Context: an optimization exercise on an open-source flow, tuned for small area. The choices shown serve that exercise and are no tape-out recipe.
Only the layout flow was run in this run; the RTL was not checked for function there.
Power figures rest on the tool's default switching activity, not on a simulated workload.

### design.v
module cfa635_link (
    input  wire        clk,
    input  wire        rst,
    input  wire        host_wr,
    input  wire [7:0]  host_addr,
    input  wire [7:0]  host_wdata,
    output reg  [15:0] host_rdata,
    output wire        busy,
    output wire        report_pending,
    output wire        tx_valid,
    output wire [7:0]  tx_data,
    input  wire        tx_ready,
    input  wire        tx_err,
    output wire        rx_ready,
    input  wire        rx_valid,
    input  wire [7:0]  rx_data,
    input  wire        rx_err,
    input  wire        rx_nonempty,
    output reg         diag_valid,
    output reg  [1:0]  diag_kind,
    output reg  [7:0]  diag_type,
    output reg  [7:0]  diag_len
);
    localparam MAXP   = 22;
    localparam QDEPTH = 4;
    localparam OP_NOP       = 8'h00;
    localparam OP_CRC_INIT  = 8'h01;
    localparam OP_CRC_BYTE  = 8'h02;
    localparam OP_CRC_FINAL = 8'h03;
    localparam OP_CRC_FRAME = 8'h04;
    localparam OP_CHECK_CRC = 8'h05;
    localparam OP_SEND      = 8'h06;
    localparam OP_RECEIVE   = 8'h07;
    localparam OP_CLASSIFY  = 8'h08;
    localparam OP_TRANSACT  = 8'h09;
    localparam OP_POLL      = 8'h0A;
    localparam R_OK             = 4'h0;
    localparam R_NO_REPORT      = 4'h1;
    localparam R_INVALID_LENGTH = 4'h2;
    localparam R_INVALID_PACKET = 4'h3;
    localparam R_DESYNC         = 4'h4;
    localparam R_IO_ERROR       = 4'h5;
    localparam R_DEVICE_ERROR   = 4'h6;
    localparam R_SESSION_DEAD   = 4'h7;
    localparam R_ILLEGAL_OP     = 4'h8;
    localparam C_NORMAL  = 2'd0;
    localparam C_ERROR   = 2'd1;
    localparam C_REPORT  = 2'd2;
    localparam C_FOREIGN = 2'd3;
    localparam D_FOREIGN  = 2'd0;
    localparam D_DROPPED  = 2'd1;
    localparam D_ANOMALY  = 2'd2;
    localparam D_QOVF     = 2'd3;
    localparam S_IDLE   = 3'd0;
    localparam S_CRC    = 3'd1;   
    localparam S_TX     = 3'd2;
    localparam S_RXTYPE = 3'd3;
    localparam S_RXLEN  = 3'd4;
    localparam S_RXPAY  = 3'd5;
    localparam S_RXCLO  = 3'd6;
    localparam S_RXCHI  = 3'd7;
    localparam K_CRCF  = 3'd0;
    localparam K_CHECK = 3'd1;
    localparam K_SEND  = 3'd2;
    localparam K_RECV  = 3'd3;
    localparam K_XACT  = 3'd4;
    localparam K_POLL  = 3'd5;
    function [15:0] crc_step;
        input [15:0] c;
        input [7:0]  b;
        integer k;
        reg [15:0] x;
        begin
            x = c ^ {8'h00, b};
            for (k = 0; k < 8; k = k + 1)
                x = x[0] ? ((x >> 1) ^ 16'h8408) : (x >> 1);
            crc_step = x;
        end
    endfunction
    function [1:0] classify;
        input [7:0] t;
        input [5:0] s;
        begin
            case (t[7:6])
                2'b01:   classify = (t[5:0] == s) ? C_NORMAL : C_FOREIGN;
                2'b11:   classify = (t[5:0] == s) ? C_ERROR  : C_FOREIGN;
                2'b10:   classify = C_REPORT;
                default: classify = C_FOREIGN;
            endcase
        end
    endfunction
    function report_ok;
        input [5:0] code;
        input [7:0] len;
        input [7:0] p0;
        begin
            case (code)
                6'h00:   report_ok = (len == 8'd1) && (p0 >= 8'd1) && (p0 <= 8'd12);
                6'h01:   report_ok = (len == 8'd4) && (p0 < 8'd4);
                6'h02:   report_ok = (len == 8'd4) && (p0 < 8'd32);
                default: report_ok = 1'b0;
            endcase
        end
    endfunction
    reg [7:0]  cmd_type, cmd_len, crc_din;
    reg [15:0] crc_acc, crc_out;
    reg [7:0]  rsp_type, rsp_len;
    reg [15:0] rsp_crc;
    reg [1:0]  class_out;
    reg [7:0]  rep_type, rep_len;
    reg [7:0]  cmd_pay [0:MAXP-1];
    reg [7:0]  rsp_pay [0:MAXP-1];
    reg [7:0]  rep_pay [0:MAXP-1];
    reg        st_crc_ok, st_report_valid, st_dead, st_qovf, st_overlap;
    reg [3:0]  st_result;
    reg [7:0]  q_type [0:QDEPTH-1];
    reg [7:0]  q_len  [0:QDEPTH-1];
    reg [7:0]  q_pay  [0:QDEPTH*MAXP-1];   
    reg [1:0]  q_head, q_tail;
    reg [2:0]  q_count;
    reg [2:0]  phase;
    reg [2:0]  opk;
    reg [7:0]  l_type, l_len;
    reg [7:0]  l_pay [0:MAXP-1];
    reg [4:0]  idx;           
    reg [15:0] crc;           
    reg [7:0]  r_type, r_len, r_lo;
    reg [7:0]  r_buf [0:MAXP-1];
    integer i;
    assign busy           = (phase != S_IDLE);
    assign report_pending = (q_count != 3'd0);
    reg [7:0] frame_byte;    
    always @(*) begin
        if (idx == 5'd0)
            frame_byte = l_type;
        else if (idx == 5'd1)
            frame_byte = l_len;
        else
            frame_byte = l_pay[idx - 5'd2];
    end
    wire [15:0] crc_fin = ~crc;
    wire        tx_is_crclo = (idx == l_len[4:0] + 5'd2);
    wire        tx_is_crchi = (idx == l_len[4:0] + 5'd3);
    assign tx_valid = (phase == S_TX);
    assign tx_data  = tx_is_crclo ? crc_fin[7:0] :
                      tx_is_crchi ? crc_fin[15:8] : frame_byte;
    assign rx_ready = (phase == S_RXTYPE) || (phase == S_RXLEN) || (phase == S_RXPAY) ||
                      (phase == S_RXCLO)  || (phase == S_RXCHI);
    wire tx_fire = tx_valid && tx_ready;
    wire rx_fire = rx_ready && rx_valid;
    reg [7:0] rsp_byte;
    always @(*) begin
        if (idx == 5'd0)
            rsp_byte = rsp_type;
        else if (idx == 5'd1)
            rsp_byte = rsp_len;
        else
            rsp_byte = rsp_pay[idx - 5'd2];
    end
    wire [15:0] rx_crc_recv = {rx_data, r_lo};
    wire        rx_crc_good = (~crc == rx_crc_recv);
    wire [1:0]  rx_class    = classify(r_type, l_type[5:0]);
    wire        rx_decoded  = report_ok(r_type[5:0], r_len, r_buf[0]);
    wire [15:0] status = {5'b0, st_overlap, st_qovf, st_dead, st_result,
                          report_pending, st_report_valid, st_crc_ok, busy};
    always @(*) begin
        host_rdata = 16'h0000;
        case (host_addr)
            8'h01: host_rdata = status;
            8'h02: host_rdata = {8'h00, cmd_type};
            8'h03: host_rdata = {8'h00, cmd_len};
            8'h04: host_rdata = {8'h00, crc_din};
            8'h05: host_rdata = crc_acc;
            8'h06: host_rdata = crc_out;
            8'h07: host_rdata = {8'h00, rsp_type};
            8'h08: host_rdata = {8'h00, rsp_len};
            8'h09: host_rdata = rsp_crc;
            8'h0A: host_rdata = {14'h0, class_out};
            8'h0B: host_rdata = {13'h0, q_count};
            8'h0C: host_rdata = {8'h00, rep_type};
            8'h0D: host_rdata = {8'h00, rep_len};
            default: begin
                if (host_addr >= 8'h20 && host_addr < 8'h20 + MAXP)
                    host_rdata = {8'h00, cmd_pay[host_addr[4:0]]};
                else if (host_addr >= 8'h40 && host_addr < 8'h40 + MAXP)
                    host_rdata = {8'h00, rsp_pay[host_addr[4:0]]};
                else if (host_addr >= 8'h60 && host_addr < 8'h60 + MAXP)
                    host_rdata = {8'h00, rep_pay[host_addr[4:0]]};
            end
        endcase
    end
    wire op_write = host_wr && (host_addr == 8'h00);
    always @(posedge clk) begin
        if (rst) begin
            cmd_type <= 8'h00;
            cmd_len  <= 8'h00;
            crc_din  <= 8'h00;
            for (i = 0; i < MAXP; i = i + 1)
                cmd_pay[i] <= 8'h00;
        end else if (host_wr) begin
            case (host_addr)
                8'h02: cmd_type <= host_wdata;
                8'h03: cmd_len  <= host_wdata;
                8'h04: crc_din  <= host_wdata;
                default:
                    if (host_addr >= 8'h20 && host_addr < 8'h20 + MAXP)
                        cmd_pay[host_addr[4:0]] <= host_wdata;
            endcase
        end
    end
    wire [7:0] opcode = host_wdata;
    wire [1:0] qh = q_head;
    always @(posedge clk) begin
        diag_valid <= 1'b0;
        if (rst) begin
            phase           <= S_IDLE;
            crc_acc         <= 16'hFFFF;
            crc_out         <= 16'h0000;
            rsp_type        <= 8'h00;
            rsp_len         <= 8'h00;
            rsp_crc         <= 16'h0000;
            class_out       <= 2'b00;
            rep_type        <= 8'h00;
            rep_len         <= 8'h00;
            st_crc_ok       <= 1'b0;
            st_report_valid <= 1'b0;
            st_dead         <= 1'b0;
            st_qovf         <= 1'b0;
            st_overlap      <= 1'b0;
            st_result       <= R_OK;
            q_head          <= 2'd0;
            q_tail          <= 2'd0;
            q_count         <= 3'd0;
            diag_kind       <= 2'd0;
            diag_type       <= 8'h00;
            diag_len        <= 8'h00;
            for (i = 0; i < MAXP; i = i + 1) begin
                rsp_pay[i] <= 8'h00;
                rep_pay[i] <= 8'h00;
            end
        end else begin
            case (phase)
            S_IDLE: if (op_write) begin
                if (opcode > OP_POLL) begin
                    st_result <= R_ILLEGAL_OP;
                end else begin
                    case (opcode)
                    OP_NOP:       st_result <= R_OK;
                    OP_CRC_INIT:  begin crc_acc <= 16'hFFFF;                 st_result <= R_OK; end
                    OP_CRC_BYTE:  begin crc_acc <= crc_step(crc_acc, crc_din); st_result <= R_OK; end
                    OP_CRC_FINAL: begin crc_out <= ~crc_acc;                 st_result <= R_OK; end
                    OP_CLASSIFY:  begin
                        class_out <= classify(rsp_type, cmd_type[5:0]);
                        st_result <= R_OK;
                    end
                    OP_CHECK_CRC: begin
                        opk   <= K_CHECK;
                        idx   <= 5'd0;
                        crc   <= 16'hFFFF;
                        phase <= S_CRC;
                    end
                    OP_CRC_FRAME, OP_SEND, OP_TRANSACT: begin
                        if (cmd_len > MAXP) begin
                            st_result <= R_INVALID_LENGTH;
                        end else if (opcode == OP_TRANSACT && st_dead) begin
                            st_result <= R_SESSION_DEAD;
                        end else begin
                            l_type <= (opcode == OP_TRANSACT) ? {2'b00, cmd_type[5:0]} : cmd_type;
                            l_len  <= cmd_len;
                            for (i = 0; i < MAXP; i = i + 1)
                                l_pay[i] <= cmd_pay[i];
                            idx <= 5'd0;
                            crc <= 16'hFFFF;
                            if (opcode == OP_CRC_FRAME) begin
                                opk   <= K_CRCF;
                                phase <= S_CRC;
                            end else begin
                                opk   <= (opcode == OP_SEND) ? K_SEND : K_XACT;
                                phase <= S_TX;
                            end
                        end
                    end
                    OP_RECEIVE: begin
                        opk   <= K_RECV;
                        crc   <= 16'hFFFF;
                        phase <= S_RXTYPE;
                    end
                    OP_POLL: begin
                        if (q_count != 3'd0) begin
                            rep_type <= q_type[qh];
                            rep_len  <= q_len[qh];
                            for (i = 0; i < MAXP; i = i + 1)
                                rep_pay[i] <= (i < q_len[qh]) ? q_pay[qh*MAXP+i] : 8'h00;
                            q_head          <= q_head + 2'd1;
                            q_count         <= q_count - 3'd1;
                            st_report_valid <= 1'b1;
                            st_result       <= R_OK;
                        end else if (st_dead) begin
                            st_report_valid <= 1'b0;
                            st_result       <= R_SESSION_DEAD;
                        end else if (!rx_nonempty) begin
                            st_report_valid <= 1'b0;
                            st_result       <= R_NO_REPORT;
                        end else begin
                            opk   <= K_POLL;
                            crc   <= 16'hFFFF;
                            phase <= S_RXTYPE;
                        end
                    end
                    default: ;
                    endcase
                end
            end
            S_CRC: begin
                if (opk == K_CHECK) begin
                    if (idx == rsp_len[4:0] + 5'd2) begin
                        st_crc_ok <= (~crc == rsp_crc);
                        st_result <= R_OK;
                        phase     <= S_IDLE;
                    end else begin
                        crc <= crc_step(crc, rsp_byte);
                        idx <= idx + 5'd1;
                    end
                end else begin
                    if (idx == l_len[4:0] + 5'd2) begin
                        crc_out   <= ~crc;
                        st_result <= R_OK;
                        phase     <= S_IDLE;
                    end else begin
                        crc <= crc_step(crc, frame_byte);
                        idx <= idx + 5'd1;
                    end
                end
            end
            S_TX: if (tx_fire) begin
                if (tx_err) begin
                    st_result <= R_IO_ERROR;
                    phase     <= S_IDLE;
                end else if (tx_is_crchi) begin
                    if (opk == K_SEND) begin
                        st_result <= R_OK;
                        phase     <= S_IDLE;
                    end else begin
                        crc   <= 16'hFFFF;
                        phase <= S_RXTYPE;
                    end
                end else begin
                    if (!tx_is_crclo)
                        crc <= crc_step(crc, frame_byte);
                    idx <= idx + 5'd1;
                end
            end
            S_RXTYPE: if (rx_fire) begin
                if (rx_err) begin
                    st_result <= R_IO_ERROR;
                    if (opk == K_POLL)
                        st_report_valid <= 1'b0;
                    phase <= S_IDLE;
                end else begin
                    r_type <= rx_data;
                    crc    <= crc_step(16'hFFFF, rx_data);
                    phase  <= S_RXLEN;
                end
            end
            S_RXLEN: if (rx_fire) begin
                if (rx_err) begin
                    truncated();
                end else if (rx_data > MAXP) begin
                    if (opk == K_RECV) begin
                        st_result <= R_INVALID_PACKET;
                    end else begin
                        st_dead   <= 1'b1;
                        st_result <= R_DESYNC;
                        if (opk == K_POLL)
                            st_report_valid <= 1'b0;
                    end
                    phase <= S_IDLE;
                end else begin
                    r_len <= rx_data;
                    crc   <= crc_step(crc, rx_data);
                    idx   <= 5'd0;
                    phase <= (rx_data == 8'd0) ? S_RXCLO : S_RXPAY;
                end
            end
            S_RXPAY: if (rx_fire) begin
                if (rx_err) begin
                    truncated();
                end else begin
                    r_buf[idx] <= rx_data;
                    crc        <= crc_step(crc, rx_data);
                    idx        <= idx + 5'd1;
                    if (idx + 5'd1 == r_len[4:0])
                        phase <= S_RXCLO;
                end
            end
            S_RXCLO: if (rx_fire) begin
                if (rx_err) begin
                    truncated();
                end else begin
                    r_lo  <= rx_data;
                    phase <= S_RXCHI;
                end
            end
            S_RXCHI: if (rx_fire) begin
                if (rx_err) begin
                    truncated();
                end else begin
                    frame_done();
                end
            end
            default: phase <= S_IDLE;
            endcase
            if (op_write && phase != S_IDLE)
                st_overlap <= 1'b1;
        end
    end
    task truncated;
        begin
            if (opk == K_RECV) begin
                st_result <= R_IO_ERROR;
            end else begin
                st_dead   <= 1'b1;
                st_result <= R_DESYNC;
                if (opk == K_POLL)
                    st_report_valid <= 1'b0;
            end
            phase <= S_IDLE;
        end
    endtask
    task write_rsp;
        begin
            rsp_type <= r_type;
            rsp_len  <= r_len;
            rsp_crc  <= rx_crc_recv;
            for (i = 0; i < MAXP; i = i + 1)
                rsp_pay[i] <= (i < r_len) ? r_buf[i] : 8'h00;
        end
    endtask
    task diag;
        input [1:0] kind;
        begin
            diag_valid <= 1'b1;
            diag_kind  <= kind;
            diag_type  <= r_type;
            diag_len   <= r_len;
        end
    endtask
    task frame_done;
        begin
            case (opk)
            K_RECV: begin
                write_rsp();
                st_result <= R_OK;
                phase     <= S_IDLE;
            end
            K_XACT: begin
                if (!rx_crc_good) begin
                    st_dead   <= 1'b1;
                    st_result <= R_DESYNC;
                    phase     <= S_IDLE;
                end else begin
                    case (rx_class)
                    C_NORMAL: begin
                        write_rsp();
                        st_result <= R_OK;
                        phase     <= S_IDLE;
                    end
                    C_ERROR: begin
                        write_rsp();
                        st_result <= R_DEVICE_ERROR;
                        phase     <= S_IDLE;
                    end
                    C_REPORT: begin
                        if (!rx_decoded) begin
                            diag(D_DROPPED);
                        end else if (q_count == QDEPTH) begin
                            diag(D_QOVF);
                            st_qovf <= 1'b1;
                        end else begin
                            q_type[q_tail] <= r_type;
                            q_len[q_tail]  <= r_len;
                            for (i = 0; i < MAXP; i = i + 1)
                                q_pay[q_tail*MAXP+i] <= r_buf[i];
                            q_tail  <= q_tail + 2'd1;
                            q_count <= q_count + 3'd1;
                        end
                        crc   <= 16'hFFFF;
                        phase <= S_RXTYPE;
                    end
                    default: begin
                        diag(D_FOREIGN);
                        crc   <= 16'hFFFF;
                        phase <= S_RXTYPE;
                    end
                    endcase
                end
            end
            default: begin  
                if (!rx_crc_good) begin
                    st_dead         <= 1'b1;
                    st_report_valid <= 1'b0;
                    st_result       <= R_DESYNC;
                end else if (r_type[7:6] == 2'b10) begin
                    if (rx_decoded) begin
                        rep_type <= r_type;
                        rep_len  <= r_len;
                        for (i = 0; i < MAXP; i = i + 1)
                            rep_pay[i] <= (i < r_len) ? r_buf[i] : 8'h00;
                        st_report_valid <= 1'b1;
                        st_result       <= R_OK;
                    end else begin
                        diag(D_DROPPED);
                        st_report_valid <= 1'b0;
                        st_result       <= R_NO_REPORT;
                    end
                end else begin
                    diag(D_ANOMALY);
                    st_report_valid <= 1'b0;
                    st_result       <= R_NO_REPORT;
                end
                phase <= S_IDLE;
            end
            endcase
        end
    endtask
endmodule
### run.sh
#!/bin/bash
# synth_recipe.tcl (not shown) runs the flow's synth.tcl, then flattens the netlist and writes it again
# the make line also repeats each setting of config.mk as NAME=value (left out here)
make -C /OpenROAD-flow-scripts/flow DESIGN_CONFIG=/design/flow/config.mk WORK_HOME=/design/flow/orfs CLKGATE_MAP_FILE= SYNTH_SCRIPT=/design/flow/synth_recipe.tcl finish
### config.mk
export PLATFORM = sky130hd
export DESIGN_NAME = cfa635_link
export DESIGN_NICKNAME = cfa635_link
export VERILOG_FILES = /design/flow/design.v
export SDC_FILE = /design/flow/constraint.sdc
export NUM_CORES = 8
export LEC_CHECK = 0
export CAP_MARGIN = 20
export CORE_MARGIN = 2
export CORE_UTILIZATION = 25
export PLACE_DENSITY = 0.3
export SLEW_MARGIN = 20
### constraint.sdc
create_clock -name core_clock -period 10.0 [get_ports {clk}]
set_input_delay 2.0000 -clock core_clock [delete_from_list [all_inputs] [get_ports {clk}]]
set_output_delay 2.0000 -clock core_clock [all_outputs]
set_load 0.01 [all_outputs]
==> summary.txt <==
[state kept, by name (all words and copies together) (netlist names), 32 cells and up, named ones only]
name and count:
q_len 32, q_type 32, q_pay 704, r_buf 176
l_pay 176, rsp_pay 176, rep_pay 176, cmd_pay 256
[worst paths after layout]
path,startpoint,endpoint,slack (ps)
worst max register to register,r_len[0],q_pay[46][7],2670
worst min register to register,cmd_pay[21][3],l_pay[21][3],420
worst min-delay path,cmd_pay[21][3],l_pay[21][3],420
worst max-delay path,idx[1],tx_data[5],1140
[routing by layer]
metal | part of all wire [%] | track usage (%) | vias to the layer above
met3 | 13 | 19.1 | 3534
met4 | 8.2 | 31.5 | 88
met5 | 0.11 | 0.502 | -
li1 | - | - | 57700
met1 | 41 | 60.0 | 81200
met2 | 38 | 58.1 | 14900
[placed cells by master (no fill, tap or decap), drive strengths merged, types with 90 or more instances in the layout]
cell type,synthesis,final
nand3,573,573
mux2i,789,789
a31oi,191,191
edfxtp,1440,1440
dfxtp,498,498
o22ai,135,135
nor2,1406,1406
a22o,90,90
a22oi,333,333
a211oi,433,433
nand2,2021,2021
a21oi,1521,1521
nor3,275,275
clkinv,11,108
and2,221,221
mux4,533,533
o21ai,1115,1115
mux2,236,236
inv,92,101
diode,0,254
o211ai,325,325
buf,377,1101
nor2b,93,93
clkbuf,1373,352
a221oi,174,174
[layout make-up]
class                           count  share of cell area (%)
Antenna cell                      254                   0.394
Timing Repair Buffer             1160                    6.22
Sequential cell                  1938                    33.0
Tap cell                         7234                    5.61
Inverter                          103                   0.272
Clock inverter                    140                   0.925
Multi-Input combinational cell  11700                    49.1
Clock buffer                      351                    4.58
[stage by stage]
stage	std cells	area (um^2)	setup slack, ps	power (W)	utilization [%]
floorplan	15500	137000	1300	0.00901	-
global placement	22100	151000	1640	0.00931	27.8
detailed placement	22100	152000	1660	0.00931	27.8
CTS	22600	161000	801	0.0194	29.5
global route	22700	161000	863	0.0197	29.5
finish	22800	161000	1140	0.0193	29.6
[where the power goes]
part	internal, W	leakage [nW]	switching (W)
clock network	0.00578	4.32	0.00441
registers	0.00863	17.2	0.0000310
logic	0.000124	31.6	0.000366
total	0.0145	53.2	0.00481
[cells by family (layout without fill, tap and decap cells)]
group / after synthesis / count (layout) / synth area share (%)
AO/OA/AOI/OAI: 4871 / 4871 / 22.4
XOR/XNOR: 171 / 171 / 1.15
adder cells (fa/ha/maj): 24 / 24 / 0.225
buffers and inverters: 1853 / 1754 / 5.18
flip-flops: 1938 / 1938 / 38.8
multiplexers: 1558 / 1558 / 16.5
other: 1 / 334 / 0.00274
AND/OR/NAND/NOR: 4964 / 4964 / 15.8
==> results.cfg <==
[run_status]
status = no timing/DRC/antenna violations

[floorplanning]
dieArea_mm2 = 0.554
core_area_mm2 = 0.545
initial_utilization_pct = 25.1
die_x_um = 744
ioPinCount = 79
rows = 271
die-height_um = 744

[sta]
finalSetupViolCount = 0
holdWs_ps = 421
grt_setup_unrepaired = no
relSlewSlack_pct = 9.11
fin_crit_sh_pct = 88.6
tns_ps = 0
period_minus_slack_ps = 8860
hold_viol_final = 0
slew_violations = 0
tightest_slew_ps = 1360
timing.fmax_ghz = 0.113
clock_skew_ps = 70.1

[clocking]
clk_latency_ps = 1030
clkSinkCount = 1938
post_cts_buffers = 0
cts_buffer_depth = 4
postCtsHoldBufs = 0
clk_pin_slew_ps = 60
clock-root-buffer = clkbuf_16
cts_tree = built
numCtsBuffers = 270
htreeDepth = 5
cts_resized = 0

[setup_path]
worstPathBufferInverterCount = 5
path_class = reg2out
endpoint_kind = output port
worst_path_max_delay_cell = edfxtp_1
start_kind = flop
worstPathCellList = inv_1 > ha_4 > buf_4 > inv_1 > buf_4 > and3_1 > o21ai_0 > a21oi_1 > nor4_2 > o211ai_1 > a21oi_1 > mux2i_1 > nand2_1 > o21ai_0 > clkdlybuf4s50_1
r2r_cells = 13
required_ps = 8000
worstPathMaxFanout = 36
critPathArrivalTime_ps = 6860
critPathTopFamily = buffers and inverters
crit_cells = 15
slowest_delay_ps = 750

[final_layout]
synthToLayoutAreaGrowth_pct = 17.8
final_nets = 15200
drive_gt1_share_pct = 17.7
multi_input_area_mm2 = 0.0792
register_area_mm2 = 0.0532
fillers = 57300

[pwr]
ir_drop_v = 0.000140
power_leakage_nw = 53.2
power_density_mw_per_mm2 = 120

[global_routing]
grt_pass1_wl_um = 1620000
grt_pass1_vias = 139000
grtUsageTotal_pct = 45.2
grt-ovfl-total = 0
grt_max_degree = 154
antenna_found_initial = 313

[routing]
postRouteAntennaNets = 0
drt_first_pass_iters = 10
wirelength_um = 1300000
via_per_inst = 6.89
drc = 0
wl_per_cell_um = 56.9
vias = 157000
dr.first_iter.drc_count = 31500

[yosys]
synth_common_cells = nand2_1, a21oi_1, edfxtp_1
netlist_instances = 15400
syn_area_per_cell_um2 = 8.91
yosysUniqueCellTypes = 104
synth_area_mm2 = 0.137
synthArstFlopShare_pct = 0
synth_top_area_share_pct = 31.6
synth_edf_count = 1440
ys.flop_type = edfxtp_1
synth_area_leaders = edfxtp_1, mux4_2, dfxtp_1
yosysTopAreaCell = edfxtp_1
ys_seq_elements = 1938
synth.most_common_cell = nand2_1
yosys_warnings = 4
seq_area_frac_synth_pct = 38.8

[min_path]
whs_path_depth = 0
min_path_type = reg2reg

[job]
maxCapViolations = 0

[placement]
hpwlAfterDp_um = 943000
gp_congestion = 1.05
io_buffer_count = 78

[separate check: timing with driven ports]
No port has a modelled driver above. Below, the same layout with a new extraction and two added sets of constraints.
Step 1: set_driving_cell puts a clkbuf_16 on clk and a buf_2 on each other input, an assumption about the parent block.
Step 2 adds t to the input delays and takes it off the output delays; t is the mean of the earliest and latest rising clock arrival at the registers after step 1. Input paths then give back, and output paths get back, about the clock's delay inside the block.
Three values: ideal, step 1, step 2; two values: the first two.
shift t [ns]: 1.129
setup slack, ns: 1.138 / 1.001 / 1.491
latest minus earliest clock arrival (ns): 0.075 / 0.074
After both steps this run still meets setup and hold. The setup slack of this run moves by -0.137 ns with the drivers and by +0.353 ns with both steps.
